This design comes from an exercise in tuning for small area, a short achievable clock period and few clock cycles on the open sky130 flow, not from production work.
The RTL was checked by simulation tests, not by an equivalence proof against the original design.
Power and IR drop assume default switching activity.

`flow/config.mk`:
```
export PLATFORM = sky130hd
export DESIGN_NAME = autd3_cpu
export DESIGN_NICKNAME = autd3_cpu
export VERILOG_FILES = /design/flow/design.v
export SDC_FILE = /design/flow/constraint.sdc
export NUM_CORES = 4
export LEC_CHECK = 0
export CAP_MARGIN = 20
export CORE_MARGIN = 2
export CORE_UTILIZATION = 55
export CTS_BUF_LIST = sky130_fd_sc_hd__clkbuf_8
export CTS_CLUSTER_SIZE = 25
export PLACE_DENSITY = 0.7
export SETUP_SLACK_MARGIN = 5
export SLEW_MARGIN = 20
```
`flow/constraint.sdc`:
```
create_clock -name core_clock -period 9.0 [get_ports {clk}]
set_input_delay 1.8000 -clock core_clock [delete_from_list [all_inputs] [get_ports {clk}]]
set_output_delay 1.8000 -clock core_clock [all_outputs]
set_load 0.01 [all_outputs]
```
`flow/design.v`:
```
module autd3_cpu (
    input  wire        clk,
    input  wire        rst,
    input  wire        frame_valid,
    input  wire        tick_valid,
    output wire        evt_ready,
    output reg  [6:0]  hdr_addr,
    input  wire [7:0]  hdr_data,
    output reg  [7:0]  bulk_addr,
    input  wire [15:0] bulk_data,
    output reg         bus_valid,
    output reg         bus_we,
    output reg  [2:0]  bus_bank,
    output reg  [13:0] bus_addr,
    output reg  [15:0] bus_wdata,
    input  wire        bus_ready,
    input  wire [15:0] bus_rdata,
    input  wire [63:0] dc_now,
    input  wire [63:0] dc_next_start,
    input  wire [63:0] dc_period,
    output reg  [15:0] tx_ack
);
    localparam [63:0] SYNC_GUARD = 64'd200000;
    localparam [1:0] MODE_FULL       = 2'd0;
    localparam [1:0] MODE_PHASE_FULL = 2'd1;
    localparam [1:0] MODE_PHASE_HALF = 2'd2;
    reg s_idle;                 
    reg s_h0, s_h1, s_h2, s_h3;                       
    reg s_cdrv, s_creg;                               
    reg s_drv, s_mhead, s_mbyte, s_mseg, s_mend, s_mcyc, s_mflg;    
    reg s_sbdiv, s_pw, s_pseg, s_gw, s_gseg, s_ssend;               
    reg s_dly;                                        
    reg s_end;                                        
    reg s_trd, s_tcmp, s_tdec, s_twt, s_tinit, s_tinf, s_taw;       
    assign evt_ready = s_idle;
    reg c_clear, c_oper, c_point, c_gain, c_delay, c_vhi;
    reg        f_mb, f_me, f_sb, f_se;
    reg        info_req;
    reg [15:0] ack;             
    reg [7:0]  fpga_flags;
    reg [6:0]  nlen;            
    reg [1:0]  jc;
    reg [30:0] mod_cur;         
    reg [7:0]  mod_carry;
    reg        mod_pending;
    reg [26:0] seq_cur;         
    reg [1:0]  seq_mode;
    reg        seq_pending;
    reg        which;
    reg [63:0] sync_n;
    reg [63:0] now_s;
    reg [1:0]  c_g, c_p;
    reg [7:0]  per_r;
    reg [2:0]  kc;
    reg        tcar;
    reg [7:0]  t_lo;
    wire sf      = ~bus_valid | bus_ready;           
    wire rd_done = bus_valid & ~bus_we & bus_ready;
    wire [6:0] ha_inc = hdr_addr + 7'd1;
    wire [7:0] ba_inc = bulk_addr + 8'd1;
    wire       t_last = (bulk_addr == 8'd248);
    wire [1:0] gain_last = (seq_mode == MODE_PHASE_FULL) ? 2'd1 :
                           (seq_mode == MODE_PHASE_HALF) ? 2'd3 : 2'd0;
    wire       g_last    = (jc == gain_last);
    reg  [3:0]  nib;
    reg  [15:0] gain_word;
    always @* begin
        case (jc)
            2'd0: nib = bulk_data[3:0];
            2'd1: nib = bulk_data[7:4];
            2'd2: nib = bulk_data[11:8];
            default: nib = bulk_data[15:12];
        endcase
        case (seq_mode)
            MODE_PHASE_FULL: gain_word = {8'hFF, jc[0] ? bulk_data[15:8] : bulk_data[7:0]};
            MODE_PHASE_HALF: gain_word = {8'hFF, nib, nib};
            default:         gain_word = bulk_data;
        endcase
    end
    wire [6:0] mlen_end  = (hdr_data > 8'd123) ? 7'd127 : (hdr_data[6:0] + 7'd4);
    wire [6:0] point_len = (bulk_data > 16'd61) ? 7'd61 : bulk_data[6:0];
    wire [30:0] mod_inc = mod_cur + 31'd1;
    wire [26:0] seq_inc = seq_cur + 27'd1;
    wire        m_wrap  = (mod_cur[14:0] == 15'h7FFF);
    wire        m_last  = (hdr_addr == nlen);
    wire        p_k3    = (bulk_addr[1:0] == 2'd3);
    wire        p_wrap  = (seq_cur[10:0] == 11'h7FF);
    wire        p_last  = (bulk_addr[7:2] == nlen[5:0]);
    wire        g_wrap  = (seq_cur[5:0] == 6'h3F);
    wire        n_zero  = (nlen == 7'd0);
    wire        cr_last = (bulk_addr[2:0] == 3'd5);
    reg [7:0] guard_b;
    reg [7:0] per_nx;           
    always @* begin
        case (kc)
            3'd0: begin guard_b = SYNC_GUARD[7:0];   per_nx = dc_period[15:8];  end
            3'd1: begin guard_b = SYNC_GUARD[15:8];  per_nx = dc_period[23:16]; end
            3'd2: begin guard_b = SYNC_GUARD[23:16]; per_nx = dc_period[31:24]; end
            3'd3: begin guard_b = SYNC_GUARD[31:24]; per_nx = dc_period[39:32]; end
            3'd4: begin guard_b = SYNC_GUARD[39:32]; per_nx = dc_period[47:40]; end
            3'd5: begin guard_b = SYNC_GUARD[47:40]; per_nx = dc_period[55:48]; end
            3'd6: begin guard_b = SYNC_GUARD[55:48]; per_nx = dc_period[63:56]; end
            default: begin guard_b = SYNC_GUARD[63:56]; per_nx = dc_period[7:0]; end
        endcase
    end
    wire [9:0] g_sum = {2'b00, now_s[7:0]} + {2'b00, ~sync_n[7:0]} + {2'b00, ~guard_b} + {8'd0, c_g};
    wire [9:0] p_sum = {2'b00, now_s[7:0]} + {2'b00, ~sync_n[7:0]} + {2'b00, ~per_r} + {8'd0, c_p};
    wire [8:0] tsum  = {1'b0, sync_n[7:0]} + {1'b0, per_r} + {8'd0, tcar};
    wire [1:0] kw    = kc[1:0];
    wire rep      = (hdr_data == ack[15:8]);
    wire tick_go  = ~frame_valid & tick_valid;
    wire pend     = mod_pending | seq_pending;
    wire cmd_clear = (hdr_data == 8'h00);
    wire cmd_12    = (hdr_data == 8'h01) | (hdr_data == 8'h02);
    wire cmd_34    = (hdr_data == 8'h03) | (hdr_data == 8'h04);
    wire cmd_oper  = (hdr_data == 8'h05);
    wire cmd_point = (hdr_data == 8'h06);
    wire cmd_gain  = (hdr_data == 8'h07);
    wire cmd_delay = (hdr_data == 8'h08);
    wire h2_rd     = s_h2 & (cmd_34 | (info_req & ~cmd_12));
    wire g3       = s_h3 & sf;
    wire c_none   = ~(c_clear | c_oper | c_point | c_gain | c_delay);
    wire d_clr    = g3 & c_clear;
    wire d_drv    = g3 & c_oper & ~hdr_data[4];
    wire d_mh     = g3 & c_oper & hdr_data[4];
    wire d_sbo    = g3 & (c_point | c_gain) & f_sb;
    wire d_gw     = g3 & c_gain & ~f_sb;
    wire d_pw     = g3 & c_point & ~f_sb & ~n_zero;
    wire d_ptail  = g3 & c_point & ~f_sb & n_zero;
    wire d_dly    = g3 & c_delay;
    wire d_idle   = g3 & c_none;
    wire cd_go    = s_cdrv & sf;
    wire cd_done  = cd_go & t_last;
    wire cr_go    = s_creg & sf;
    wire cr_done  = cr_go & cr_last;
    wire dr_go    = s_drv & sf;
    wire dr_done  = dr_go & t_last;
    wire mh_exit  = s_mhead & (~f_mb | sf);
    wire mh_empty = (hdr_addr == 7'd4) ? (hdr_data == 8'd0) : (nlen == 7'd4);
    wire mb_adv   = s_mbyte & (~mod_cur[0] | sf);
    wire ms_go    = s_mseg & sf;
    wire me_go    = s_mend & sf;
    wire me_car   = me_go & f_me & mod_cur[0];
    wire me_cyc   = me_go & f_me & ~mod_cur[0];
    wire me_flg   = me_go & ~f_me;
    wire mc_go    = s_mcyc & sf;
    wire mf_go    = s_mflg & sf;
    wire sd_go    = s_sbdiv & sf;
    wire sd_pw    = sd_go & c_point & ~n_zero;
    wire pw_go    = s_pw & sf;
    wire pw_rec   = pw_go & p_k3;
    wire ps_go    = s_pseg & sf;
    wire gw_go    = s_gw & sf;
    wire gw_slot  = gw_go & t_last;
    wire gs_go    = s_gseg & sf;
    wire ss_go    = s_ssend & sf;
    wire dl_go    = s_dly & sf;
    wire dl_done  = dl_go & t_last;
    wire en_go    = s_end & sf;
    wire tail_go  = d_ptail | (sd_go & ~sd_pw) | (pw_rec & ~p_wrap & p_last) | (ps_go & p_last) |
                    (gw_slot & ~g_wrap & g_last) | (gs_go & g_last);
    wire redo     = (c_g != 2'd2) | (c_p == 2'd2);
    wire tw_lo    = s_twt & ~kc[0];             
    wire tw_go    = s_twt & kc[0] & sf;         
    wire tw_done  = tw_go & (kc == 3'd7);
    wire ti_go    = s_tinit & sf;
    wire tf_go    = s_tinf & sf;
    wire aw_done  = s_taw & rd_done & (bus_addr[1:0] == 2'd0) & ~bus_rdata[{3'b100, which}];
    wire aw_rd    = s_taw & sf & ~aw_done;
    wire aw_next  = aw_done & ~which & seq_pending;
    wire w_drive  = d_clr | d_drv | cd_go | dr_go;            
    wire w_delay  = d_dly | dl_go;                            
    wire w_mod    = (mb_adv & mod_cur[0]) | me_car;           
    wire w_gain   = d_gw | gw_go;                             
    wire w_point  = pw_go;                                    
    wire w_moff   = (d_mh & f_mb) | (s_mhead & f_mb & sf) | ms_go;    
    wire w_mcyc   = me_cyc | mc_go;                           
    wire w_ctrl   = me_flg | mf_go | ti_go | aw_rd;           
    wire w_soff   = d_sbo | ps_go | gs_go;                    
    wire w_sdiv   = sd_go;
    wire w_scyc   = ss_go;
    wire w_sync   = tw_go;
    wire w_creg   = cr_go;
    wire r_info   = (h2_rd & ~cmd_34) | tf_go;
    wire r_ver    = h2_rd & cmd_34;
    wire issue    = w_drive | w_delay | w_mod | w_gain | w_point | w_moff | w_mcyc | w_ctrl |
                    w_soff | w_sdiv | w_scyc | w_sync | w_creg | r_info | r_ver;
    wire is_rd    = r_info | r_ver | aw_rd;
    reg [2:0] clr_off;
    always @* begin
        case (bulk_addr[2:0])
            3'd0:    clr_off = 3'd3;    
            3'd1:    clr_off = 3'd4;    
            3'd2:    clr_off = 3'd5;    
            3'd3:    clr_off = 3'd6;    
            3'd4:    clr_off = 3'd7;    
            default: clr_off = 3'd0;    
        endcase
    end
    wire [2:0] nx_bank = {w_delay, w_drive | w_gain | w_point, w_mod | w_gain | w_point};
    wire [13:0] nx_addr =
        ({14{w_drive | w_delay}} & {6'd0, bulk_addr}) |
        ({14{w_mod}}             & mod_cur[14:1]) |
        ({14{w_gain}}            & {seq_cur[5:0], bulk_addr}) |
        ({14{w_point}}           & {1'b0, seq_cur[10:0], bulk_addr[1:0]}) |
        ({14{w_moff}}            & 14'h0003) |
        ({14{w_mcyc}}            & 14'h0004) |
        ({14{w_soff}}            & 14'h0005) |
        ({14{w_scyc}}            & 14'h0006) |
        ({14{w_sdiv}}            & 14'h0007) |
        ({14{w_sync}}            & {10'd0, 1'b1, which, kc[2:1]}) |
        ({14{w_creg}}            & {11'd0, clr_off}) |
        ({14{r_info}}            & 14'h0001) |
        ({14{r_ver}}             & 14'h0002);
    wire [15:0] nx_wdata =
        ({16{d_drv | dr_go | w_delay | sd_go | pw_go}} & bulk_data) |
        ({16{w_gain}}                & gain_word) |
        ({16{mb_adv}}                & {hdr_data, mod_carry}) |
        ({16{me_car}}                & {8'h00, mod_carry}) |
        ({16{ms_go}}                 & {1'b0, mod_cur[30:15]}) |
        ({16{w_mcyc}}                & mod_cur[15:0]) |
        ({16{me_flg | mf_go}}        & {8'h00, hdr_data}) |
        ({16{ps_go}}                 & seq_cur[26:11]) |
        ({16{gs_go}}                 & seq_cur[21:6]) |
        ({16{ss_go}}                 & seq_cur[15:0]) |
        ({16{tw_go}}                 & {tsum[7:0], t_lo}) |
        ({16{ti_go}}                 & {6'd0, which, ~which, fpga_flags}) |
        ({16{cr_go & cr_last}}       & 16'h0004);
    wire ha_set2 = s_h0 & ~rep;
    wire ha_set3 = s_h1;
    wire ha_set1 = s_h2 | (mh_exit & mh_empty) | (dr_done & ~f_mb & (nlen == 7'd4)) | (mb_adv & ~m_wrap & m_last) | (ms_go & m_last);
    wire ha_set4 = d_drv | d_mh;
    wire ha_set5 = (s_drv | s_mhead) & (hdr_addr == 7'd4) & ~(mh_exit & mh_empty);
    wire ha_inc1 = (mb_adv & ~m_wrap & ~m_last) | (ms_go & ~m_last);
    wire ha_zero = d_idle | en_go;
    wire ha_ld   = ha_set1 | ha_set2 | ha_set3 | ha_set4 | ha_set5 | ha_inc1 | ha_zero;
    wire [6:0] nx_ha = ({7{ha_set1}} & 7'd1) | ({7{ha_set2}} & 7'd2) | ({7{ha_set3}} & 7'd3) |
                       ({7{ha_set4}} & 7'd4) | ({7{ha_set5}} & 7'd5) | ({7{ha_inc1}} & ha_inc);
    wire ba_set1 = d_clr | d_drv | d_dly | d_sbo | d_gw;
    wire ba_set4 = d_pw | sd_pw;
    wire ba_inc1 = (cd_go & ~t_last) | (cr_go & ~cr_last) | (dr_go & ~t_last) | (dl_go & ~t_last) |
                   (gw_go & ~t_last) | (pw_go & ~(p_k3 & (p_wrap | p_last))) | (ps_go & ~p_last);
    wire ba_zero = cd_done | cr_done | dr_done | dl_done | gw_slot | (sd_go & ~sd_pw) |
                   (pw_rec & ~p_wrap & p_last) | (ps_go & p_last) | ss_go | en_go;
    wire ba_ld   = ba_set1 | ba_set4 | ba_inc1 | ba_zero;
    wire [7:0] nx_ba = ({8{ba_set1}} & 8'd1) | ({8{ba_set4}} & 8'd4) | ({8{ba_inc1}} & ba_inc);
    always @(posedge clk) begin
        if (rst) begin
            s_idle <= 1'b0; s_h0 <= 1'b0; s_h1 <= 1'b0; s_h2 <= 1'b0; s_h3 <= 1'b0;
            s_cdrv <= 1'b1; s_creg <= 1'b0;
            s_drv <= 1'b0; s_mhead <= 1'b0; s_mbyte <= 1'b0; s_mseg <= 1'b0;
            s_mend <= 1'b0; s_mcyc <= 1'b0; s_mflg <= 1'b0;
            s_sbdiv <= 1'b0; s_pw <= 1'b0; s_pseg <= 1'b0; s_gw <= 1'b0; s_gseg <= 1'b0;
            s_ssend <= 1'b0; s_dly <= 1'b0; s_end <= 1'b0;
            s_trd <= 1'b0; s_tcmp <= 1'b0; s_tdec <= 1'b0; s_twt <= 1'b0;
            s_tinit <= 1'b0; s_tinf <= 1'b0; s_taw <= 1'b0;
        end else begin
            s_idle  <= (s_idle & ~frame_valid & ~(tick_go & pend)) | (s_h0 & rep) | d_idle | en_go |
                       (aw_done & ~aw_next);
            s_h0    <= s_idle & frame_valid;
            s_h1    <= s_h0 & ~rep;
            s_h2    <= s_h1;
            s_h3    <= s_h2 | (s_h3 & ~sf);
            s_cdrv  <= d_clr | (s_cdrv & ~cd_done);
            s_creg  <= cd_done | (s_creg & ~cr_done);
            s_drv   <= d_drv | (s_drv & ~dr_done);
            s_mhead <= d_mh | (dr_done & f_mb) | (s_mhead & ~mh_exit);
            s_mbyte <= (dr_done & ~f_mb & (nlen != 7'd4)) | (mh_exit & ~mh_empty) |
                       (s_mbyte & ~(mb_adv & (m_wrap | m_last))) | (ms_go & ~m_last);
            s_mseg  <= (mb_adv & m_wrap) | (s_mseg & ~sf);
            s_mend  <= (dr_done & ~f_mb & (nlen == 7'd4)) | (mh_exit & mh_empty) |
                       (mb_adv & ~m_wrap & m_last) | (ms_go & m_last) | (s_mend & ~sf);
            s_mcyc  <= me_car | (s_mcyc & ~sf);
            s_mflg  <= me_cyc | mc_go | (s_mflg & ~sf);
            s_sbdiv <= d_sbo | (s_sbdiv & ~sf);
            s_pw    <= d_pw | sd_pw | (s_pw & ~(pw_rec & (p_wrap | p_last))) | (ps_go & ~p_last);
            s_pseg  <= (pw_rec & p_wrap) | (s_pseg & ~sf);
            s_gw    <= d_gw | (s_gw & ~(gw_slot & (g_wrap | g_last))) | (gs_go & ~g_last);
            s_gseg  <= (gw_slot & g_wrap) | (s_gseg & ~sf);
            s_ssend <= (tail_go & f_se) | (s_ssend & ~sf);
            s_dly   <= d_dly | (s_dly & ~dl_done);
            s_end   <= (tail_go & ~f_se) | cr_done | me_flg | mf_go | ss_go | dl_done | (s_end & ~sf);
            s_trd   <= (s_idle & ~frame_valid & tick_go & pend) | aw_next;
            s_tcmp  <= s_trd | (s_tcmp & (kc != 3'd7)) | (s_tdec & redo);
            s_tdec  <= s_tcmp & (kc == 3'd7);
            s_twt   <= (s_tdec & ~redo) | (s_twt & ~tw_done);
            s_tinit <= tw_done | (s_tinit & ~sf);
            s_tinf  <= (ti_go & info_req) | (s_tinf & ~sf);
            s_taw   <= (ti_go & ~info_req) | tf_go | (s_taw & ~aw_done);
        end
    end
    always @(posedge clk) begin
        if (rst) begin
            bus_valid <= 1'b0;
        end else begin
            bus_valid <= issue | (bus_valid & ~bus_ready);
        end
        if (issue) begin
            bus_we    <= ~is_rd;
            bus_bank  <= nx_bank;
            bus_addr  <= nx_addr;
            bus_wdata <= nx_wdata;
        end
    end
    always @(posedge clk) begin
        if (rst) begin
            hdr_addr  <= 7'd0;
            bulk_addr <= 8'd0;
        end else begin
            if (ha_ld | ha_zero) hdr_addr  <= nx_ha;
            if (ba_ld)           bulk_addr <= nx_ba;
        end
    end
    always @(posedge clk) begin
        if (s_h1) begin
            f_mb <= hdr_data[0];
            f_me <= hdr_data[1];
            f_sb <= hdr_data[2];
            f_se <= hdr_data[3];
        end else if (d_mh | (s_mhead & sf)) begin
            f_mb <= 1'b0;
        end
        if (s_h2) begin
            c_clear <= cmd_clear;
            c_oper  <= cmd_oper;
            c_point <= cmd_point;
            c_gain  <= cmd_gain;
            c_delay <= cmd_delay;
            c_vhi   <= (hdr_data == 8'h04);
        end
        if (s_h2 | ((s_drv | s_mhead) & (hdr_addr == 7'd4)))
            nlen <= s_h2 ? point_len : mlen_end;
        if (mb_adv & ~mod_cur[0])
            mod_carry <= hdr_data;
        if (s_idle & ~frame_valid & tick_go) which <= ~mod_pending;
        else if (aw_next)                    which <= 1'b1;
        if (rst) begin
            ack         <= 16'd0;
            tx_ack      <= 16'd0;
            info_req    <= 1'b0;
            fpga_flags  <= 8'h04;
            mod_cur     <= 31'd0;
            mod_pending <= 1'b0;
            seq_cur     <= 27'd0;
            seq_mode    <= MODE_FULL;
            seq_pending <= 1'b0;
            jc          <= 2'd0;
        end else begin
            if (s_h0) ack[15:8] <= hdr_data;      
            if (s_h1)
                ack[7:0] <= 8'h00;
            else if (s_h2 & cmd_12)
                ack[7:0] <= hdr_data[0] ? 8'h07 : 8'h01;
            else if (rd_done & (bus_addr[1:0] == 2'd1))
                ack[7:0] <= bus_rdata[7:0];
            else if (rd_done & (bus_addr[1:0] == 2'd2))
                ack[7:0] <= c_vhi ? bus_rdata[15:8] : bus_rdata[7:0];
            if (s_h1) info_req <= hdr_data[5];
            if ((s_idle & ~frame_valid & tick_go & ~pend) | (aw_done & ~aw_next))
                tx_ack <= ack;
            if (d_clr) begin
                fpga_flags  <= 8'h04;
                seq_mode    <= MODE_FULL;
            end else begin
                if (me_flg | mf_go) fpga_flags <= hdr_data;
                if (g3 & c_gain & f_sb) begin
                    if (bulk_data == 16'd1)      seq_mode <= MODE_PHASE_FULL;
                    else if (bulk_data == 16'd2) seq_mode <= MODE_PHASE_HALF;
                    else                         seq_mode <= MODE_FULL;
                end
            end
            if (d_clr | (d_mh & f_mb) | (d_drv & f_mb)) mod_cur <= 31'd0;
            else if (mb_adv)                            mod_cur <= mod_inc;
            if (d_clr | d_sbo)                          seq_cur <= 27'd0;
            else if (pw_rec | gw_slot)                  seq_cur <= seq_inc;
            if (d_clr)                                  mod_pending <= 1'b0;
            else if (w_mcyc)                            mod_pending <= 1'b1;
            else if (aw_done & ~which)                  mod_pending <= 1'b0;
            if (d_clr)                                  seq_pending <= 1'b0;
            else if (ss_go)                             seq_pending <= 1'b1;
            else if (aw_done & which)                   seq_pending <= 1'b0;
            if ((gw_slot & ~g_wrap & g_last) | (gs_go & g_last)) jc <= 2'd0;
            else if ((gw_slot & ~g_wrap) | gs_go)                jc <= jc + 2'd1;
        end
    end
    always @(posedge clk) begin
        if (s_trd | (s_tdec & redo)) now_s <= dc_now;
        else                         now_s <= {8'd0, now_s[63:8]};
        if (s_trd | (s_tdec & redo)) begin
            if (s_trd | (c_g == 2'd2)) sync_n <= dc_next_start;
            per_r <= dc_period[7:0];
            c_g   <= 2'd2;
            c_p   <= 2'd2;
            kc    <= 3'd0;
        end else if (s_tcmp | tw_lo | tw_go) begin
            sync_n <= {sync_n[7:0], sync_n[63:8]};
            per_r  <= per_nx;
            kc     <= kc + 3'd1;
        end
        if (s_tcmp) begin
            c_g <= g_sum[9:8];
            c_p <= p_sum[9:8];
        end
        if (s_tdec)              tcar <= 1'b0;
        else if (tw_lo | tw_go)  tcar <= tsum[8];
        if (tw_lo) t_lo <= tsum[7:0];
    end
endmodule
```
`flow/flow/run.sh`:
```
#!/bin/bash
# Standard layout, with the port buffers made from sky130_fd_sc_hd__buf_1
# instead of the delay cell buffer_ports picks by default, and timing repair
# aiming at a setup slack of 5.7 ns.
set -euo pipefail
bash standard.sh "BUFFER_PORTS_ARGS=-buffer_cell sky130_fd_sc_hd__buf_1" SETUP_SLACK_MARGIN=5.7 finish > standard_flow.log 2>&1
```
`flow/standard.sh`:
```
#!/bin/bash
# synth_recipe.tcl (not shown) runs the flow's synth.tcl, then flattens the netlist and writes it again
# the make line also repeats each setting of config.mk as NAME=value (left out here)
make -C /OpenROAD-flow-scripts/flow DESIGN_CONFIG=/design/flow/config.mk WORK_HOME=/design/flow/orfs CLKGATE_MAP_FILE= SYNTH_SCRIPT=/design/flow/synth_recipe.tcl "${@:-finish}"
```
==> results.sh, run 1 <==
export IMPL_ant_nets=0
export IMPL_io_pins=304
export IMPL_p_leak_uw=0.00838
export IMPL_worstHoldStart="now_s[45]$_DFF_P_"
export IMPL_hold_path_class="reg -> reg"
export IMPL_synth_edf_count=144
export IMPL_grt_usage_pct=31.2
export IMPL_syn_nets=2343
export IMPL_grt_busiest_layer="met2"
export IMPL_root_buffer="clkbuf_8"
export IMPL_final_hold_viol_count=0
export IMPL_syn_area_sq_um=18200
export IMPL_period_minus_slack_ps=3350
export IMPL_fin_setup_tns_ps=0
export IMPL_cp_max_fo=2
export IMPL_fp_dieW_um=186
export IMPL_clock_sinks=362
export IMPL_avgRoutedWirePerCell_um=19.7
export IMPL_clk_pin_slew_ps=60
export IMPL_nFillCells=2800
export IMPL_crit_arrival_ps=3680
export IMPL_crit_path_end_kind="flip-flop"
export IMPL_die_area_sq_um=34500
export IMPL_outcome="complete, no violations"
export IMPL_post_drt_via_cell_ratio=5.86
export IMPL_grt_max_degree=114
export IMPL_critPathTopFamily="adder cells"
export IMPL_syn_inst=2036
export IMPL_grt_first_pass_wirelength_mm=83.0
export IMPL_yosysWarnings=1
export IMPL_worst_path_stages=17
export IMPL_drive_above_1_share_pct=8.74
export IMPL_met1_usage_pct=38.9
export IMPL_clock_latency_ps=610
export IMPL_drv_slew=0
export IMPL_fin_skew_ps=39.8
export IMPL_dp_hpwl_mm=39.0
export IMPL_hold_buffers=0
export IMPL_slowest_stage="fa_2"
export IMPL_drt_iter0_drc=1804
export IMPL_synthTopCellsByArea="dfxtp_1, edfxtp_1, nand2_1"
export IMPL_critical_path_endpoint="c_p[0]$_SDFFCE_PN0P_"
export IMPL_synth_seq_cells=362
export IMPL_wl_mm=55.8
export IMPL_dp_slack_ps=4210
export IMPL_vias=16500
export IMPL_cts_buffers=59
export IMPL_p_per_area_nw_per_um2=167
export IMPL_clk_path_buf_depth=3
export IMPL_antenna_found_initial=3
export IMPL_grt_use_met3_pct=6.50
export IMPL_synthFlopType="dfxtp_1"
export IMPL_cts_tree="done"
export IMPL_row_count=66
export IMPL_synth_top_area_share_pct=24.0
export IMPL_maxSlewHeadroom_pct=34.1
export IMPL_whs_ps=411
export IMPL_yosysTopAreaCell="dfxtp_1"
export IMPL_crit_chain="inv_2 > ha_4 > inv_2 > fa_2 > nor2b_2 > o21ai_2 > a21boi_2 > o21ai_1 > nand2b_1 > xor2_2 > ha_1 > ha_2 > o21ai_1 > nand2b_1 > o41a_1 > nor2_1 > and3b_1"
export IMPL_maxCapViolCount=0
export IMPL_worstMarginPinSlew_ps=987
export IMPL_timing_final_ws_setup_ps=5650
export IMPL_grt_util_met2_pct=51.7
export IMPL_grt_pass1_vias=15300
export IMPL_port_buffers=303
export IMPL_r2r_start="sync_n[0]$_DFFE_PP_"
export IMPL_max_freq_mhz=298
export IMPL_core_area_sq_um=32500
export IMPL_total_power_uw=3580
export IMPL_areaGrowthSynthToFinish_pct=17.9
export IMPL_critPathKind="reg -> reg"
export IMPL_htree_levels=2
export IMPL_required_ps=9330
export IMPL_layout_nets=2638
export IMPL_start_kind="flip-flop"
export IMPL_crit_start="sync_n[0]$_DFFE_PP_"
export IMPL_reg2reg_to="c_p[0]$_SDFFCE_PN0P_"
export IMPL_floorplan_initialDensity_pct=55.9
export IMPL_dieHeight_um=186
export IMPL_r2r_cells=17
export IMPL_postSynthAreaPerCell_sq_um=8.93
export IMPL_async_flop_share_pct=0
export IMPL_place_congestion=0.977
export IMPL_crit_buf_inv=2
export IMPL_vdd_drop_max_mv=0.144
export IMPL_first_pass_iters=10
export IMPL_finalCritPeriodShare_pct=37.2
export IMPL_r2r_setup_slack_ps=5650
export IMPL_grt_overflow=0
export IMPL_yosysUniqueCellTypes=72
export IMPL_crit_path_max_incr_delay_ps=390
export IMPL_rsz0062_at_grt="true"
export IMPL_ys_seq_area_share_pct=47.8
export IMPL_setup_viol=0
export IMPL_remaining_drc_errors=0
==> cell usage after synthesis, types with 7 or more instances <==
master,count
a221oi_1,21
nor4_1,10
a222oi_1,40
buf_1,12
a21o_1,9
o21a_1,11
xor2_1,43
a22oi_1,28
and3_1,18
nor3_1,27
or3_1,22
a211oi_1,10
clkbuf_1,95
mux2i_1,43
or2_2,9
a31oi_1,9
and4_1,10
nand2_1,472
edfxtp_1,144
a21boi_0,7
o21ai_0,80
xnor2_1,41
buf_2,9
and2_1,19
nand4_1,26
inv_1,73
ha_1,65
a21oi_1,113
nor2_1,158
nand2b_1,16
o211ai_1,7
nor2b_1,23
a221o_1,8
dfxtp_1,218
nand3_1,50
==> final cells by class <==
class	instances	area, sq um	area share [%]
Timing Repair Buffer	344	1510	7.06
Clock buffer	73	1000	4.69
Antenna cell	2	5.00	0.0234
Inverter	74	278	1.30
Tap cell	442	553	2.58
Clock inverter	38	214	0.999
Sequential cell	362	8690	40.6
Multi-Input combinational cell	1490	9170	42.8
==> power breakdown <==
group	switching, uW	internal [uW]
clock network	660	789
logic	236	152
registers	21.0	1730
total	917	2670
==> cell usage in the layout (no fill, tap or decap), drive strengths merged, types with 26 or more instances in the layout <==
master,Yosys,layout
nand2,472,472
buf,22,342
dfxtp,218,218
nor2,159,159
edfxtp,144,144
a21oi,113,113
inv,74,98
o21ai,84,84
clkbuf,95,75
ha,65,65
nand3,51,51
mux2i,43,43
xor2,43,43
xnor2,41,41
a222oi,40,40
a22oi,28,28
nor3,28,28
nand4,26,26
==> repair_timing <==
action | CTS | global route
gates cloned | 7 | 1
buffers inserted | 16 | 10
resized for setup | 40 | 35
pin swaps | 16 | 23
setup endpoints to repair | 213 | 57
==> tightest hold or removal path, cell delays in order (launching register included) <==
cell and delay, ps:
dfxtp_1 310, nand2_1 40, nand2_1 40
==> flip-flops by register name, summed over array words and instances (netlist names), 7 cells and up <==
register    count
seq_cur        27
ack            16
fpga_flags      8
tx_ack         16
nlen            7
bulk_addr       8
bus_wdata      16
mod_cur        31
now_s          64
sync_n         64
t_lo            8
bus_addr       14
per_r           8
mod_carry       8
hdr_addr        7
==> metal layers <==
| metal | vias to the layer above | share of wire, % |
|---|---|---|
| met1 | 7622 | 39 |
| met4 | 2 | 4.9 |
| met3 | 193 | 9.2 |
| met5 | - | 0.023 |
| li1 | 7811 | - |
| met2 | 915 | 47 |
==> worst min path at each step <==
| stage | cells after the start | to |
|---|---|---|
| finish | 2 | now_s[37]$_DFF_P_ |
| global route | 2 | now_s[37]$_DFF_P_ |
| CTS | 2 | now_s[53]$_DFF_P_ |
| detailed placement | 2 | now_s[53]$_DFF_P_ |
| global placement | 2 | now_s[43]$_DFF_P_ |
| floorplan | 2 | now_s[0]$_DFF_P_ |
==> cells by family (layout without fill, tap and decap cells) <==
logic type	after synthesis	count (layout)	share of synthesized area, %
and+or+nand+nor	885	892	21.7
buffers and inverters	191	529	4.05
other	0	2	0
DFF	362	362	47.8
muxes	43	43	2.37
xor gates and xnor gates	84	84	4.05
adders and majority gates	70	70	5.02
AOI/OAI and AO/OA	401	401	15.0
==> per-stage QoR <==
step / std cells / instance area (sq um) / utilization (%)
2_1_floorplan: 2036 / 18300 / -
3_3_place_gp: 2678 / 19600 / 60.2
3_5_place_dp: 2678 / 19600 / 60.2
4_1_cts: 2812 / 21100 / 65.0
5_1_grt: 2823 / 21400 / 65.8
6_report: 2825 / 21400 / 65.8
Testbench counts, summed over its fixed seeds: cycles 64,577.
==> run 2, diff against run 1 <==
==> flow/flow/run.sh (replaced) <==
#!/bin/bash
# Standard layout, with the port buffers made from sky130_fd_sc_hd__buf_1
# instead of the delay cell buffer_ports picks by default, and timing repair
# aiming at a setup slack of 5.8 ns.
set -euo pipefail
bash standard.sh "BUFFER_PORTS_ARGS=-buffer_cell sky130_fd_sc_hd__buf_1" SETUP_SLACK_MARGIN=5.8 finish > standard_flow.log 2>&1
==> results.sh, run 2 <==
export IMPL_post_drt_via_cell_ratio=5.92
export IMPL_hold_path_class="reg -> reg"
export IMPL_period_minus_slack_ps=3300
export IMPL_most_common_layout_cells="nand2_1, buf_1, dfxtp_1"
export IMPL_p_per_area_nw_per_um2=165
export IMPL_row_count=66
export IMPL_crit_path_max_incr_delay_ps=410
export IMPL_synth_compound_area_share_pct=15.0
export IMPL_postSynthAreaPerCell_sq_um=8.93
export IMPL_place_congestion=0.974
export IMPL_dieHeight_um=186
export IMPL_root_buffer="clkbuf_8"
export IMPL_place_area_sq_um=19700
export IMPL_cp_max_fo=3
export IMPL_grt_pass1_vias=15800
export IMPL_synth_seq_cells=362
export IMPL_port_buffers=303
export IMPL_maxSlewHeadroom_pct=31.0
export IMPL_start_kind="flip-flop"
export IMPL_fp_dieW_um=186
export IMPL_drive_above_1_share_pct=9.99
export IMPL_worstMarginPinSlew_ps=1030
export IMPL_timing_final_ws_setup_ps=5700
export IMPL_seq_area_sq_um=8690
export IMPL_top_regs="now_s (64), sync_n (64), mod_cur (31)"
export IMPL_layout_nets=2656
export IMPL_synthMuxAreaShare_pct=2.37
export IMPL_synth_xor_area_share_pct=4.05
export IMPL_cts_tree="done"
export IMPL_avgRoutedWirePerCell_um=20.9
export IMPL_floorplan_initialDensity_pct=55.9
export IMPL_final_area_sq_um=21600
export IMPL_syn_nets=2343
export IMPL_synthTopCellsByArea="dfxtp_1, edfxtp_1, nand2_1"
export IMPL_rsz0062_at_grt="true"
export IMPL_synthAdderAreaFrac_pct=5.02
export IMPL_dp_hpwl_mm=42.9
export IMPL_synth_top_family_by_area="simple AND/OR/NAND/NOR gates"
export IMPL_placed_cells=2680
export IMPL_maxCapViolCount=0
export IMPL_io_pins=304
export IMPL_drt_iter0_drc=1840
export IMPL_crit_arrival_ps=3690
export IMPL_areaGrowthSynthToFinish_pct=18.8
export IMPL_ant_nets=0
export IMPL_crit_chain="inv_2 > ha_4 > a21o_1 > a21oi_2 > nand2b_4 > a21boi_4 > nor2_4 > xnor2_2 > ha_1 > ha_4 > and3_4 > a21oi_2 > o21ai_1 > o41a_1 > nor2_1 > and3b_1"
export IMPL_clk_path_buf_depth=3
export IMPL_clock_sinks=362
export IMPL_synth_edf_count=144
export IMPL_finalCritPeriodShare_pct=36.7
export IMPL_grt_first_pass_wirelength_mm=88.5
export IMPL_wl_mm=59.2
export IMPL_crit_buf_inv=1
export IMPL_grt_max_degree=115
export IMPL_antenna_found_initial=5
export IMPL_synth_top_area_share_pct=24.0
export IMPL_final_hold_viol_count=0
export IMPL_whs_ps=409
export IMPL_hold_buffers=0
export IMPL_p_leak_uw=0.00849
export IMPL_required_ps=9390
export IMPL_yosysUniqueCellTypes=72
export IMPL_max_freq_mhz=303
export IMPL_critPathKind="reg -> reg"
export IMPL_fin_skew_ps=21.4
export IMPL_yosysMostFrequentCell="nand2_1"
export IMPL_async_flop_share_pct=0
export IMPL_synthFlopType="dfxtp_1"
export IMPL_multiInputGateArea_sq_um=9240
export IMPL_yosysTopAreaCell="dfxtp_1"
export IMPL_die_area_sq_um=34500
export IMPL_dp_slack_ps=4250
export IMPL_slowest_stage="edfxtp_1"
export IMPL_drv_slew=0
export IMPL_fin_setup_tns_ps=0
export IMPL_synth_simple_area_share_pct=21.7
export IMPL_yosysWarnings=1
export IMPL_vdd_drop_max_mv=0.136
export IMPL_setup_viol=0
export IMPL_first_pass_iters=8
export IMPL_final_common_cell="nand2_1"
export IMPL_yosys_top_cells_count="nand2_1, dfxtp_1, nor2_1"
export IMPL_r2r_setup_slack_ps=5700
export IMPL_finalNonFillerCells=2838
export IMPL_clock_latency_ps=640
export IMPL_grt_usage_pct=33.7
export IMPL_vias=16800
export IMPL_clk_pin_slew_ps=70
export IMPL_remaining_drc_errors=0
export IMPL_cts_buffers=60
export IMPL_syn_area_sq_um=18200
export IMPL_ys_seq_area_share_pct=47.8
export IMPL_nFillCells=2788
export IMPL_syn_inst=2036
export IMPL_core_area_sq_um=32500
export IMPL_crit_path_end_kind="flip-flop"
export IMPL_critPathTopFamily="compound AO/OA/AOI/OAI gates"
export IMPL_htree_levels=2
export IMPL_grt_overflow=0
export IMPL_outcome="complete, no violations"
run 2: cell counts after synthesis:
Identical to the previous run, type by type.
run 2: repair_timing:
item / CTS / global route
resized for setup: 47 / 48
cloned: 5 / 2
endpoints found under the setup margin: 215 / 81
setup buffers: 20 / 22
endpoints found under the hold margin: 0 / 0
pin swaps: 27 / 39
run 2: metrics by stage:
step | total power, uW | util, %
6_report | 3560 | 66.4
4_1_cts | 3550 | 65.0
5_1_grt | 3680 | 66.3
3_5_place_dp | 2160 | 60.4
2_1_floorplan | 2010 | -
3_3_place_gp | 2150 | 60.4
run 2: cells by family (layout without fill, tap and decap cells):
kind of cell,after synthesis,in the layout
buffers and inverters,191,542
xor gates and xnor gates,84,84
and+or+nand+nor,885,890
adders and majority gates,70,70
muxes,43,43
DFF,362,362
other,0,4
AOI/OAI and AO/OA,401,401
run 2: cell type report:
cell class                 instances  share of cell area [%]
clock buffer                      69                    4.40
clock inverter                    36                   0.858
sequential                       362                    40.3
inverter                          74                    1.29
timing repair buffer             363                    7.78
tap                              442                    2.56
multi-input combinational       1488                    42.8
antenna                            4                  0.0464
run 2: worst reg2reg max path: stages, from the launching register on:
cell	delay [ps]
edfxtp_1	410
inv_2	110
ha_4	200
a21o_1	180
a21oi_2	150
nand2b_4	160
a21boi_4	70
nor2_4	130
xnor2_2	150
ha_1	300
ha_4	260
and3_4	160
a21oi_2	90
o21ai_1	80
o41a_1	340
nor2_1	90
and3b_1	170
run 2: path summary, 6_finish.rpt:
| kind | cells past startpoint | startpoint | endpoint |
|---|---|---|---|
| hold / removal | 2 | now_s[10]$_DFF_P_ | now_s[2]$_DFF_P_ |
| setup reg to reg | 16 | sync_n[1]$_DFFE_PP_ | c_p[0]$_SDFFCE_PN0P_ |
| setup / recovery | 16 | sync_n[1]$_DFFE_PP_ | c_p[0]$_SDFFCE_PN0P_ |
| hold reg to reg | 2 | now_s[10]$_DFF_P_ | now_s[2]$_DFF_P_ |
run 2: metal layers:
metal,global-route usage (%),up-vias,share of wire [%]
met5,0,-,0.019
met4,15.4,2,5.1
met3,6.55,198,8.3
met2,56.9,860,48
met1,41.7,7892,38
li1,-,7840,-
run 2: power breakdown:
group / switching, uW / total [uW] / internal (uW)
combinational: 251 / 411 / 160
clock: 671 / 1390 / 723
sequential: 24.6 / 1750 / 1730
total: 946 / 3560 / 2610
==> run 3, diff against run 2 <==
--- a/flow/design.v
+++ b/flow/design.v
@@ -54,5 +54,4 @@
     reg [2:0]  kc;
     reg        tcar;
-    reg [7:0]  t_lo;
     wire sf      = ~bus_valid | bus_ready;           
     wire rd_done = bus_valid & ~bus_we & bus_ready;
@@ -161,5 +160,5 @@
                     (gw_slot & ~g_wrap & g_last) | (gs_go & g_last);
     wire redo     = (c_g != 2'd2) | (c_p == 2'd2);
-    wire tw_lo    = s_twt & ~kc[0];             
+    wire tw_lo    = s_twt & ~kc[0] & sf;        
     wire tw_go    = s_twt & kc[0] & sf;         
     wire tw_done  = tw_go & (kc == 3'd7);
@@ -224,5 +223,6 @@
         ({16{gs_go}}                 & seq_cur[21:6]) |
         ({16{ss_go}}                 & seq_cur[15:0]) |
-        ({16{tw_go}}                 & {tsum[7:0], t_lo}) |
+        ({16{tw_go}}                 & {tsum[7:0], bus_wdata[7:0]}) |
+        ({16{tw_lo}}                 & {8'h00, tsum[7:0]}) |
         ({16{ti_go}}                 & {6'd0, which, ~which, fpga_flags}) |
         ({16{cr_go & cr_last}}       & 16'h0004);
@@ -296,5 +296,5 @@
             bus_valid <= issue | (bus_valid & ~bus_ready);
         end
-        if (issue) begin
+        if (issue | tw_lo) begin      
             bus_we    <= ~is_rd;
             bus_bank  <= nx_bank;
@@ -404,5 +404,4 @@
         if (s_tdec)              tcar <= 1'b0;
         else if (tw_lo | tw_go)  tcar <= tsum[8];
-        if (tw_lo) t_lo <= tsum[7:0];
     end
 endmodule
==> results.sh, run 3 <==
export IMPL_syn_inst=1997
export IMPL_yosys_top_cells_count="nand2_1, dfxtp_1, nor2_1"
export IMPL_grt_usage_pct=31.1
export IMPL_finalCritPeriodShare_pct=36.4
export IMPL_row_count=66
export IMPL_start_kind="flip-flop"
export IMPL_top_regs="now_s (64), sync_n (64), mod_cur (31)"
export IMPL_die_area_sq_um=34100
export IMPL_grt_overflow=0
export IMPL_maxCapViolCount=0
export IMPL_total_power_uw=3420
export IMPL_avgRoutedWirePerCell_um=19.5
export IMPL_rsz0062_at_grt="true"
export IMPL_cts_buffers=59
export IMPL_htree_levels=2
export IMPL_grt_first_pass_wirelength_mm=83.1
export IMPL_synthFlopType="dfxtp_1"
export IMPL_most_common_layout_cells="nand2_1, buf_1, dfxtp_1"
export IMPL_period_minus_slack_ps=3270
export IMPL_cts_tree="done"
export IMPL_core_area_sq_um=32400
export IMPL_p_per_area_nw_per_um2=159
export IMPL_critPathKind="reg -> reg"
export IMPL_diodes=0
export IMPL_async_flop_share_pct=0
export IMPL_p_sw_uw=845
export IMPL_antenna_found_initial=0
export IMPL_syn_nets=2304
export IMPL_drv_slew=0
export IMPL_place_congestion=0.949
export IMPL_yosysMostFrequentCell="nand2_1"
export IMPL_setup_viol=0
export IMPL_crit_arrival_ps=3650
export IMPL_yosysWarnings=1
export IMPL_floorplan_initialDensity_pct=55.5
export IMPL_worstMarginPinSlew_ps=1030
export IMPL_cp_max_fo=3
export IMPL_remaining_drc_errors=0
export IMPL_dp_hpwl_mm=38.1
export IMPL_final_common_cell="nand2_1"
export IMPL_hold_path_class="reg -> reg"
export IMPL_pwr_share_comb_pct=8.0
export IMPL_drive_above_1_share_pct=11.2
export IMPL_yosysUniqueCellTypes=96
export IMPL_p_leak_uw=0.00847
export IMPL_required_ps=9380
export IMPL_fin_setup_tns_ps=0
export IMPL_wl_mm=54.8
export IMPL_areaGrowthSynthToFinish_pct=19.8
export IMPL_drt_iter0_drc=1610
export IMPL_io_pins=304
export IMPL_synth_top_area_share_pct=24.3
export IMPL_crit_path_end_kind="flip-flop"
export IMPL_root_buffer="clkbuf_8"
export IMPL_fp_dieW_um=185
export IMPL_clk_path_buf_depth=3
export IMPL_ant_nets=0
export IMPL_synth_edf_count=136
export IMPL_seq_power_share_pct=49.6
export IMPL_outcome="complete, no violations"
export IMPL_grt_max_degree=96
export IMPL_syn_area_sq_um=18000
export IMPL_vdd_drop_max_mv=0.139
export IMPL_clock_latency_ps=640
export IMPL_synthTopCellsByArea="dfxtp_1, edfxtp_1, nand2_1"
export IMPL_synth_seq_cells=354
export IMPL_maxSlewHeadroom_pct=30.8
export IMPL_postSynthAreaPerCell_sq_um=9.00
export IMPL_swShare_pct=24.7
export IMPL_ys_seq_area_share_pct=47.0
export IMPL_clock_sinks=354
export IMPL_layout_nets=2628
export IMPL_post_drt_via_cell_ratio=5.83
export IMPL_max_freq_mhz=306
export IMPL_final_hold_viol_count=0
export IMPL_vias=16400
export IMPL_pwr_share_clk_pct=42.4
export IMPL_first_pass_iters=9
export IMPL_port_buffers=303
export IMPL_grt_pass1_vias=15400
export IMPL_intPower_uw=2580
export IMPL_fin_skew_ps=27.3
export IMPL_yosysTopAreaCell="dfxtp_1"
export IMPL_dieHeight_um=185
export IMPL_clk_pin_slew_ps=60
run 3: cells by family (layout without fill, tap and decap cells):
kind of cell | after synthesis | in the layout | synth area share, %
mux | 45 | 45 | 2.52
compound gates | 377 | 378 | 14.4
xor+xnor | 90 | 90 | 4.39
buf+inv | 184 | 550 | 4.52
fa+ha+maj | 70 | 70 | 5.08
simple gates | 877 | 879 | 22.0
flops | 354 | 354 | 47.0
run 3: timing repair:
item	CTS	global route
hold buffers	0	0
resized for setup	54	42
gates cloned	5	4
pin swaps	15	25
endpoints found under the setup margin	161	182
setup buffers	19	29
run 3: worst paths after layout:
kind / startpoint / endpoint / slack, ps / depth (start not counted)
setup / recovery: sync_n[1]$_DFFE_PP_ / c_p[0]$_SDFFCE_PN0P_ / 5730 / 16
setup reg to reg: sync_n[1]$_DFFE_PP_ / c_p[0]$_SDFFCE_PN0P_ / 5730 / 16
hold reg to reg: now_s[40]$_DFF_P_ / now_s[32]$_DFF_P_ / 410 / 2
hold / removal: now_s[40]$_DFF_P_ / now_s[32]$_DFF_P_ / 410 / 2
run 3: final cells by class:
| cell class | count | area (sq um) |
|---|---|---|
| repair buffers | 368 | 1830 |
| clock buffers | 63 | 867 |
| clock inverters | 43 | 317 |
| repair inverters | 1 | 5.00 |
| fillers | 2755 | 10800 |
| well taps | 442 | 553 |
| inverters | 75 | 285 |
| multi-input cells | 1462 | 9210 |
| flip-flops and latches | 354 | 8460 |
run 3: layer usage:
metal  vias up  track usage [%]  routed length [um]
met1      7660             38.6               21000
met5         -                0                   0
met2       847             52.1               26400
li1       7681                -                   -
met3       180             6.37                4950
met4         0             14.7                2520
run 3: metrics by stage:
| stage | util, % | setup slack [ps] | instances | instance area [sq um] | hold WS, ps |
|---|---|---|---|---|---|
| 6_report | 66.5 | 5730 | 2808 | 21500 | 410 |
| 5_1_grt | 66.5 | 5540 | 2808 | 21500 | 419 |
| 4_1_cts | 65.0 | 5690 | 2775 | 21000 | 410 |
| 3_5_place_dp | 60.0 | 4140 | 2645 | 19400 | 399 |
| 3_3_place_gp | 59.9 | 4260 | 2645 | 19400 | 395 |
| 2_1_floorplan | - | 5040 | 1997 | 18200 | 392 |
run 3: power by group through the flow:
stage	combinational (uW)	clock [uW]	sequential (uW)
after floorplan	143	0	1720
after global routing	297	1540	1700
after detailed placement	235	0	1730
after global placement	231	0	1730
after CTS	254	1470	1690
final	275	1450	1700
run 3: worst max-delay path: stages, from the launching register on:
cell and delay (ps):
edfxtp_1 410, inv_2 90, ha_1 230, a21o_1 170, a21oi_2 160, nand2b_1 150, a21boi_2 80, nor2_2 120
xnor2_2 130, ha_1 280, ha_4 230, and3_1 150, a21oi_1 100, o21ai_1 80, o41a_1 340, nor2_1 100
and3b_1 180
Testbench counts of run 3, summed over its fixed seeds: cycles 64,577.
==> run 4, diff against run 3 <==
==> flow/flow/run.sh (replaced) <==
#!/bin/bash
# Standard layout, with the port buffers made from sky130_fd_sc_hd__buf_1
# instead of the delay cell buffer_ports picks by default, and timing repair
# aiming at a setup slack of 5.9 ns.
set -euo pipefail
bash standard.sh "BUFFER_PORTS_ARGS=-buffer_cell sky130_fd_sc_hd__buf_1" SETUP_SLACK_MARGIN=5.9 finish > standard_flow.log 2>&1
==> results.sh, run 4 <==
export IMPL_ant_nets=0
export IMPL_outcome="complete, no violations"
export IMPL_total_power_uw=3390
export IMPL_maxSlewHeadroom_pct=34.7
export IMPL_max_freq_mhz=304
export IMPL_dp_slack_ps=4120
export IMPL_port_buffers=303
export IMPL_postSynthAreaPerCell_sq_um=9.00
export IMPL_clock_sinks=354
export IMPL_yosysTopAreaCell="dfxtp_1"
export IMPL_r2r_setup_slack_ps=5710
export IMPL_areaGrowthSynthToFinish_pct=22.1
export IMPL_setup_viol=0
export IMPL_grt_overflow=0
export IMPL_vdd_drop_max_mv=0.128
export IMPL_clock_latency_ps=650
export IMPL_ys_seq_area_share_pct=47.0
export IMPL_cp_max_fo=3
export IMPL_htree_levels=2
export IMPL_dieHeight_um=185
export IMPL_clk_pin_slew_ps=60
export IMPL_p_per_area_nw_per_um2=155
export IMPL_rsz0062_at_grt="true"
export IMPL_dp_hpwl_mm=38.2
export IMPL_synth_edf_count=136
export IMPL_r2r_cells=13
export IMPL_cts_buffers=59
export IMPL_root_buffer="clkbuf_8"
export IMPL_first_pass_iters=8
export IMPL_remaining_drc_errors=0
export IMPL_whs_ps=410
export IMPL_core_area_sq_um=32400
export IMPL_grt_pass1_vias=15700
export IMPL_most_common_layout_cells="nand2_1, buf_1, dfxtp_1"
export IMPL_p_leak_uw=0.00870
export IMPL_yosysUniqueCellTypes=96
export IMPL_avgRoutedWirePerCell_um=19.7
export IMPL_wl_mm=56.0
export IMPL_post_drt_via_cell_ratio=5.89
export IMPL_fin_skew_ps=31.8
export IMPL_layout_nets=2654
export IMPL_finalCritPeriodShare_pct=36.5
export IMPL_final_common_cell="nand2_1"
export IMPL_final_core_util_pct=67.8
export IMPL_async_flop_share_pct=0
export IMPL_worstMarginPinSlew_ps=980
export IMPL_nFillCells=2680
export IMPL_clk_path_buf_depth=3
export IMPL_drive_above_1_share_pct=14.0
export IMPL_timing_final_ws_setup_ps=5710
export IMPL_grt_first_pass_wirelength_mm=84.5
export IMPL_required_ps=9380
export IMPL_drv_slew=0
export IMPL_crit_start="sync_n[1]$_DFFE_PP_"
export IMPL_top_regs="now_s (64), sync_n (64), mod_cur (31)"
export IMPL_crit_arrival_ps=3670
export IMPL_multiInputGateArea_sq_um=9410
export IMPL_yosysWarnings=1
export IMPL_syn_inst=1997
export IMPL_start_kind="flip-flop"
export IMPL_row_count=66
export IMPL_antenna_found_initial=3
export IMPL_yosys_top_cells_count="nand2_1, dfxtp_1, nor2_1"
export IMPL_hold_buffers=0
export IMPL_synthTopCellsByArea="dfxtp_1, edfxtp_1, nand2_1"
export IMPL_synth_top_area_share_pct=24.3
export IMPL_yosysMostFrequentCell="nand2_1"
export IMPL_grt_max_degree=112
export IMPL_syn_nets=2304
export IMPL_floorplan_initialDensity_pct=55.5
export IMPL_die_area_sq_um=34100
export IMPL_critical_path_endpoint="c_p[0]$_SDFFCE_PN0P_"
export IMPL_synthFlopType="dfxtp_1"
export IMPL_worstHoldStart="now_s[44]$_DFF_P_"
export IMPL_critPathKind="reg -> reg"
export IMPL_place_congestion=1.02
export IMPL_cts_tree="done"
export IMPL_final_hold_viol_count=0
export IMPL_syn_area_sq_um=18000
export IMPL_maxCapViolCount=0
export IMPL_drt_iter0_drc=2160
export IMPL_io_pins=304
export IMPL_grt_usage_pct=31.8
export IMPL_fp_dieW_um=185
export IMPL_hold_path_class="reg -> reg"
export IMPL_r2r_start="sync_n[1]$_DFFE_PP_"
export IMPL_crit_path_end_kind="flip-flop"
export IMPL_reg2reg_to="c_p[0]$_SDFFCE_PN0P_"
export IMPL_vias=16700
export IMPL_fin_setup_tns_ps=0
export IMPL_period_minus_slack_ps=3290
export IMPL_seq_area_sq_um=8480
export IMPL_synth_seq_cells=354
[run 4: cell counts after synthesis]
No cell type changed its count.
[run 4: cell type report]
type | instances | share of cell area (%)
Timing Repair Buffer | 394 | 9.28
Inverter | 75 | 1.30
Timing Repair inverter | 1 | 0.0228
Tap cell | 442 | 2.52
Clock buffer | 68 | 4.27
Sequential cell | 354 | 38.6
Multi-Input combinational cell | 1462 | 42.9
Clock inverter | 42 | 1.05
Antenna cell | 2 | 0.0228
[run 4: timing repair]
action | CTS | global route
gates cloned | 6 | 1
setup endpoints to repair | 246 | 197
buffers inserted | 34 | 41
resized for setup | 83 | 56
pin swaps | 28 | 29
[run 4: worst max-delay path: stages, from the launching register on]
cell	delay, ps
edfxtp_1	430
inv_2	120
ha_4	200
a21o_1	180
a21oi_2	170
nand2b_4	160
a21boi_4	70
o41ai_2	330
xnor2_2	190
ha_1	280
ha_1	220
o41a_1	440
nor2_1	100
and3b_1	170
[run 4: worst min path at each step]
stage / to / slack [ps] / cells past startpoint
global route: now_s[28]$_DFF_P_ / 430 / 2
finish: now_s[36]$_DFF_P_ / 410 / 2
detailed placement: now_s[28]$_DFF_P_ / 400 / 2
global placement: now_s[37]$_DFF_P_ / 400 / 2
CTS: now_s[5]$_DFF_P_ / 420 / 2
floorplan: now_s[0]$_DFF_P_ / 390 / 2
[run 4: cells by family (layout without fill, tap and decap cells)]
logic type / after synthesis / count (layout) / synth area share [%]
AOI/OAI and AO/OA: 377 / 379 / 14.4
xor gates and xnor gates: 90 / 90 / 4.39
DFF: 354 / 354 / 47.0
other: 0 / 2 / 0
and+or+nand+nor: 877 / 878 / 22.0
buffers and inverters: 184 / 580 / 4.52
muxes: 45 / 45 / 2.52
adders and majority gates: 70 / 70 / 5.08
[run 4: layer usage]
metal  GRT usage (%)  vias to the layer above  routed length, um
met5               0                        -                 57
met4            15.7                        2               3100
met3            7.12                      243               5510
met2            52.3                      932              26400
met1            39.4                     7794              21000
li1                -                     7753                  -
[run 4: metrics by stage]
step	cells	instance area, sq um
final	2840	21900
after global routing	2838	21900
after CTS	2796	21400
after detailed placement	2646	19500
after global placement	2646	19500
after floorplan	1997	18400
[run 4: power breakdown]
group | switching [uW] | internal (uW) | total [uW] | leakage (uW)
combinational | 170 | 120 | 290 | 0.00495
clock | 663 | 745 | 1410 | 0.000699
sequential | 22.5 | 1670 | 1700 | 0.00305
total | 855 | 2540 | 3390 | 0.00870
==> run 5, diff against run 4 <==
--- a/flow/design.v
+++ b/flow/design.v
@@ -160,5 +160,5 @@
                     (gw_slot & ~g_wrap & g_last) | (gs_go & g_last);
     wire redo     = (c_g != 2'd2) | (c_p == 2'd2);
-    wire tw_lo    = s_twt & ~kc[0] & sf;        
+    wire tw_lo    = ((s_twt & ~kc[0]) | (s_tdec & ~redo)) & sf;
     wire tw_go    = s_twt & kc[0] & sf;         
     wire tw_done  = tw_go & (kc == 3'd7);
@@ -402,6 +402,6 @@
             c_p <= p_sum[9:8];
         end
-        if (s_tdec)              tcar <= 1'b0;
-        else if (tw_lo | tw_go)  tcar <= tsum[8];
+        if (s_trd | (s_tdec & redo)) tcar <= 1'b0;
+        else if (tw_lo | tw_go)      tcar <= tsum[8];
     end
 endmodule
==> flow/flow/run.sh (replaced) <==
#!/bin/bash
# Standard layout, with the port buffers made from sky130_fd_sc_hd__buf_1
# instead of the delay cell buffer_ports picks by default, and timing repair
# aiming at a setup slack of 5.8 ns.
set -euo pipefail
bash standard.sh "BUFFER_PORTS_ARGS=-buffer_cell sky130_fd_sc_hd__buf_1" SETUP_SLACK_MARGIN=5.8 finish > standard_flow.log 2>&1
==> results.sh, run 5 <==
export IMPL_final_hold_viol_count=0
export IMPL_port_buffers=303
export IMPL_grt_max_degree=118
export IMPL_floorplan_initialDensity_pct=55.7
export IMPL_rsz0062_at_grt="true"
export IMPL_place_congestion=0.950
export IMPL_nFillCells=2750
export IMPL_yosys_top_cells_count="nand2_1, dfxtp_1, nor2_1"
export IMPL_setup_viol=0
export IMPL_finalCritPeriodShare_pct=36.3
export IMPL_worstMarginPinSlew_ps=1080
export IMPL_final_core_util_pct=66.3
export IMPL_crit_chain="inv_2 > ha_4 > inv_2 > fa_2 > nor2b_2 > o21ai_1 > nand2b_1 > xor2_2 > inv_1 > ha_1 > and3_4 > a21oi_2 > o21ai_1 > o41a_1 > a211o_1"
export IMPL_synthTopCellsByArea="dfxtp_1, edfxtp_1, nand2_1"
export IMPL_core_area_sq_um=32400
export IMPL_vias=16600
export IMPL_fp_dieW_um=185
export IMPL_crit_path_max_incr_delay_ps=430
export IMPL_postSynthAreaPerCell_sq_um=8.92
export IMPL_hold_depth=2
export IMPL_placed_cells=2665
export IMPL_grt_pass1_vias=15500
export IMPL_p_leak_uw=0.00841
export IMPL_most_common_layout_cells="nand2_1, buf_1, dfxtp_1"
export IMPL_clk_path_buf_depth=3
export IMPL_seq_area_sq_um=8460
export IMPL_avgRoutedWirePerCell_um=19.6
export IMPL_slowest_stage="o41a_1"
export IMPL_top_regs="now_s (64), sync_n (64), mod_cur (31)"
export IMPL_drt_iter0_drc=1677
export IMPL_fin_setup_tns_ps=0
export IMPL_remaining_drc_errors=0
export IMPL_cts_buffers=59
export IMPL_yosysWarnings=1
export IMPL_yosysMostFrequentCell="nand2_1"
export IMPL_clk_pin_slew_ps=60
export IMPL_fin_skew_ps=55.9
export IMPL_drive_above_1_share_pct=10.1
export IMPL_root_buffer="clkbuf_8"
export IMPL_yosysUniqueCellTypes=81
export IMPL_syn_inst=2021
export IMPL_layout_nets=2627
export IMPL_die_area_sq_um=34200
export IMPL_synth_edf_count=136
export IMPL_r2r_cells=15
export IMPL_r2r_start="sync_n[0]$_DFFE_PP_"
export IMPL_max_freq_mhz=307
export IMPL_dp_hpwl_mm=39.2
export IMPL_cts_tree="done"
export IMPL_multiInputGateArea_sq_um=9420
export IMPL_p_per_area_nw_per_um2=160
export IMPL_ys_seq_area_share_pct=46.9
export IMPL_start_kind="flip-flop"
export IMPL_row_count=66
export IMPL_cp_max_fo=3
export IMPL_antenna_found_initial=0
export IMPL_diodes=0
export IMPL_grt_usage_pct=31.5
export IMPL_worstHoldStart="now_s[62]$_SDFF_PP0_"
export IMPL_synth_top_area_share_pct=24.2
export IMPL_first_pass_iters=8
export IMPL_wl_mm=55.1
export IMPL_min_to="now_s[54]$_DFF_P_"
export IMPL_async_flop_share_pct=0
export IMPL_clock_latency_ps=670
export IMPL_yosysTopAreaCell="dfxtp_1"
export IMPL_io_pins=304
export IMPL_hold_path_class="reg -> reg"
export IMPL_htree_levels=2
export IMPL_synth_seq_cells=354
export IMPL_reg2reg_to="c_g[1]$_SDFFCE_PN1P_"
export IMPL_post_drt_via_cell_ratio=5.91
export IMPL_syn_nets=2328
export IMPL_areaGrowthSynthToFinish_pct=19.1
export IMPL_synthFlopType="dfxtp_1"
export IMPL_ant_nets=0
export IMPL_r2r_setup_slack_ps=5740
export IMPL_required_ps=9380
export IMPL_grt_first_pass_wirelength_mm=83.7
export IMPL_critPathKind="reg -> reg"
export IMPL_maxCapViolCount=0
export IMPL_dieHeight_um=185
export IMPL_drv_slew=0
export IMPL_crit_path_end_kind="flip-flop"
export IMPL_syn_area_sq_um=18000
export IMPL_final_common_cell="nand2_1"
export IMPL_maxSlewHeadroom_pct=28.0
export IMPL_vdd_drop_max_mv=0.130
export IMPL_whs_ps=407
export IMPL_outcome="complete, no violations"
export IMPL_finalNonFillerCells=2811
export IMPL_total_power_uw=3430
export IMPL_clock_sinks=354
export IMPL_crit_arrival_ps=3640
export IMPL_period_minus_slack_ps=3260
export IMPL_grt_overflow=0
## run 5: changes by cell type after synthesis, moves of 7 or more
cell      change
nand4_1       +9
clkbuf_1      +7
a22o_1       +12
nor2_1       +18
o21ai_1      -10
clkbuf_8      -7
nand2_1      -26
## run 5: how the worst max path moves through the flow
stage	start	depth (start not counted)	end	slack [ps]
after detailed placement	bus_ready	7	seq_cur[26]$_SDFFE_PP0P_	4310
after global routing	sync_n[1]$_DFFE_PP_	14	c_g[1]$_SDFFCE_PN1P_	5600
after floorplan	bus_ready	6	sync_n[0]$_DFFE_PP_	5080
after global placement	bus_ready	7	bus_wdata[10]$_DFFE_PP_	4440
final	sync_n[0]$_DFFE_PP_	15	c_g[1]$_SDFFCE_PN1P_	5740
after CTS	sync_n[1]$_DFFE_PP_	15	c_p[1]$_SDFFCE_PN1P_	5760
## run 5: per-layer routing
layer | up-vias | track usage, % | share of wire [%]
met3 | 208 | 6.06 | 8.5
li1 | 7784 | - | -
met1 | 7779 | 38.9 | 39
met2 | 854 | 51.8 | 47
met5 | - | 0 | 0
met4 | 0 | 17.6 | 5.5
## run 5: where the power goes
group / internal [uW] / switching, uW
Clock: 803 / 653
Combinational: 110 / 164
Sequential: 1680 / 22.7
Total: 2590 / 840
## run 5: cells by family (layout without fill, tap and decap cells)
group / count (synthesis) / count (layout) / synth area share, %
buffers and inverters: 193 / 534 / 4.15
multiplexers: 46 / 46 / 2.56
adder cells (fa/ha/maj): 70 / 70 / 5.07
AO/OA/AOI/OAI: 396 / 396 / 15.2
AND/OR/NAND/NOR: 867 / 874 / 21.5
flip-flops: 354 / 354 / 46.9
XOR/XNOR: 95 / 95 / 4.62
## run 5: what timing repair did
action	CTS	global route
buffers inserted	21	6
endpoints found under the setup margin	226	116
resized for setup	56	33
pin swaps	17	18
cloned	5	3
endpoints found under the hold margin	0	0
hold buffers	0	0
## run 5: per-stage QoR
stage	instance area (sq um)	worst slack (ps)
finish	21500	5740
global route	21500	5600
CTS	21200	5760
detailed placement	19500	4310
global placement	19500	4440
floorplan	18200	5080
## run 5: cell type report
class	count	area share [%]
multi-input cells	1481	43.9
flip-flops and latches	354	39.4
repair buffers	344	7.05
clock buffers	68	4.36
well taps	442	2.58
inverters	80	1.40
clock inverters	42	1.32
## run 5: critical path, delay by kind of cell (launching register included)
| kind | cells | cell delay, ps |
|---|---|---|
| and+or+nand+nor | 3 | 420 |
| xor gates and xnor gates | 1 | 210 |
| DFF | 1 | 400 |
| buffers and inverters | 3 | 200 |
| adders and majority gates | 3 | 800 |
| AOI/OAI and AO/OA | 5 | 970 |
Testbench counts of run 5, summed over its fixed seeds: cycles 64,513.
==> run 6, diff against run 5 <==
--- a/flow/config.mk
+++ b/flow/config.mk
@@ -11,5 +11,5 @@
 export CTS_BUF_LIST = sky130_fd_sc_hd__clkbuf_8
 export CTS_CLUSTER_SIZE = 25
-export PLACE_DENSITY = 0.7
+export PLACE_DENSITY = 0.75
 export SETUP_SLACK_MARGIN = 5
 export SLEW_MARGIN = 20
==> results.sh, run 6 <==
export IMPL_outcome="complete, no violations"
export IMPL_wl_mm=55.4
export IMPL_syn_inst=2021
export IMPL_rsz0062_at_grt="true"
export IMPL_p_per_area_nw_per_um2=164
export IMPL_start_kind="flip-flop"
export IMPL_port_buffers=303
export IMPL_htree_levels=2
export IMPL_synthTopCellsByArea="dfxtp_1, edfxtp_1, nand2_1"
export IMPL_max_freq_mhz=299
export IMPL_hold_path_class="reg -> reg"
export IMPL_fin_skew_ps=51.6
export IMPL_crit_path_max_incr_delay_ps=420
export IMPL_nFillCells=2714
export IMPL_syn_nets=2328
export IMPL_finalNonFillerCells=2809
export IMPL_yosysUniqueCellTypes=81
export IMPL_syn_area_sq_um=18000
export IMPL_slowest_stage="o41a_1"
export IMPL_drv_slew=0
export IMPL_remaining_drc_errors=0
export IMPL_antenna_found_initial=1
export IMPL_final_common_cell="nand2_1"
export IMPL_placed_cells=2661
export IMPL_crit_path_end_kind="flip-flop"
export IMPL_postSynthAreaPerCell_sq_um=8.92
export IMPL_drt_iter0_drc=2083
export IMPL_cp_max_fo=3
export IMPL_final_hold_viol_count=0
export IMPL_synth_edf_count=136
export IMPL_avgRoutedWirePerCell_um=19.7
export IMPL_root_buffer="clkbuf_8"
export IMPL_synth_seq_cells=354
export IMPL_ys_seq_area_share_pct=46.9
export IMPL_vias=16600
export IMPL_worstMarginPinSlew_ps=1160
export IMPL_async_flop_share_pct=0
export IMPL_io_pins=304
export IMPL_ant_nets=0
export IMPL_vdd_drop_max_mv=0.164
export IMPL_place_congestion=0.978
export IMPL_first_pass_iters=9
export IMPL_grt_overflow=0
export IMPL_maxCapViolCount=0
export IMPL_yosysTopAreaCell="dfxtp_1"
export IMPL_post_drt_via_cell_ratio=5.92
export IMPL_floorplan_initialDensity_pct=55.7
export IMPL_synth_top_area_share_pct=24.2
export IMPL_grt_usage_pct=31.4
export IMPL_yosysWarnings=1
export IMPL_areaGrowthSynthToFinish_pct=19.2
export IMPL_critPathKind="reg -> reg"
export IMPL_grt_first_pass_wirelength_mm=84.0
export IMPL_dieHeight_um=185
export IMPL_cts_tree="done"
export IMPL_grt_pass1_vias=15600
export IMPL_timing_final_ws_setup_ps=5660
export IMPL_p_leak_uw=0.00837
export IMPL_clock_sinks=354
export IMPL_fp_dieW_um=185
export IMPL_yosysMostFrequentCell="nand2_1"
export IMPL_required_ps=9360
export IMPL_period_minus_slack_ps=3340
export IMPL_die_area_sq_um=34200
export IMPL_dp_hpwl_mm=39.3
export IMPL_maxSlewHeadroom_pct=22.5
export IMPL_row_count=66
export IMPL_core_area_sq_um=32400
export IMPL_setup_viol=0
export IMPL_layout_nets=2625
export IMPL_finalCritPeriodShare_pct=37.2
-- run 6: cell counts after synthesis --
No cell type changed its count.
-- run 6: worst max-delay path, delay by kind of cell, from the launching register on --
family / cells / cell delay [ps]
and+or+nand+nor: 3 / 400
DFF: 1 / 410
adders and majority gates: 2 / 520
buffers and inverters: 1 / 80
AOI/OAI and AO/OA: 7 / 1480
xor gates and xnor gates: 1 / 200
-- run 6: what timing repair did --
item	4_1_cts	5_1_grt
buffers inserted	26	6
pin swaps	14	22
cloned	5	2
setup endpoints to repair	215	143
gates resized for setup	50	42
hold buffers	0	0
-- run 6: final timing paths --
kind | slack (ps) | depth (start not counted) | end | start
worst max-delay path | 5660 | 14 | c_g[1]$_SDFFCE_PN1P_ | sync_n[1]$_DFFE_PP_
worst max register to register | 5660 | 14 | c_g[1]$_SDFFCE_PN1P_ | sync_n[1]$_DFFE_PP_
worst min register to register | 410 | 2 | now_s[30]$_DFF_P_ | now_s[38]$_DFF_P_
worst min-delay path | 410 | 2 | now_s[30]$_DFF_P_ | now_s[38]$_DFF_P_
-- run 6: cells by family after synthesis --
logic type	after synthesis	share of synthesized area (%)
AO/OA/AOI/OAI	396	15.2
XOR/XNOR	95	4.62
adder cells (fa/ha/maj)	70	5.07
buffers and inverters	193	4.15
flip-flops	354	46.9
multiplexers	46	2.56
AND/OR/NAND/NOR	867	21.5
-- run 6: through the flow --
step           total power (uW)  instance area, sq um  util [%]
3_5_place_dp               1980                 19500      60.3
5_1_grt                    3630                 21500      66.3
4_1_cts                    3520                 21200      65.6
6_report                   3510                 21500      66.3
2_1_floorplan              1870                 18200         -
3_3_place_gp               1970                 19500      60.3
-- run 6: layer usage --
layer  track usage [%]  vias up  wire length [um]
met4              15.0        2              2760
li1                  -     7781                 -
met1              39.1     7761             21100
met2              51.6      892             26200
met5                 0        -                13
met3              7.31      190              5370
-- run 6: report_power, final --
group | total, uW | internal (uW) | switching (uW)
clock network | 1540 | 854 | 690
logic | 271 | 108 | 163
registers | 1700 | 1680 | 22.3
-- run 6: cell type report --
type	instances	area [sq um]	share of cell area [%]
multi-input cells	1481	9380	43.7
flip-flops and latches	354	8460	39.4
repair buffers	343	1510	7.01
clock buffers	66	908	4.23
well taps	442	553	2.58
clock inverters	42	367	1.71
inverters	80	300	1.40
diodes	1	2.50	0.0117

Check on run 6: ideal ports give 5.656 ns setup slack; a clkbuf_16 on the clock port and buf_2 on the inputs give 5.656 ns; moving port delays by the midpoint clock arrival (0.670 ns) as well gives 5.100 ns.
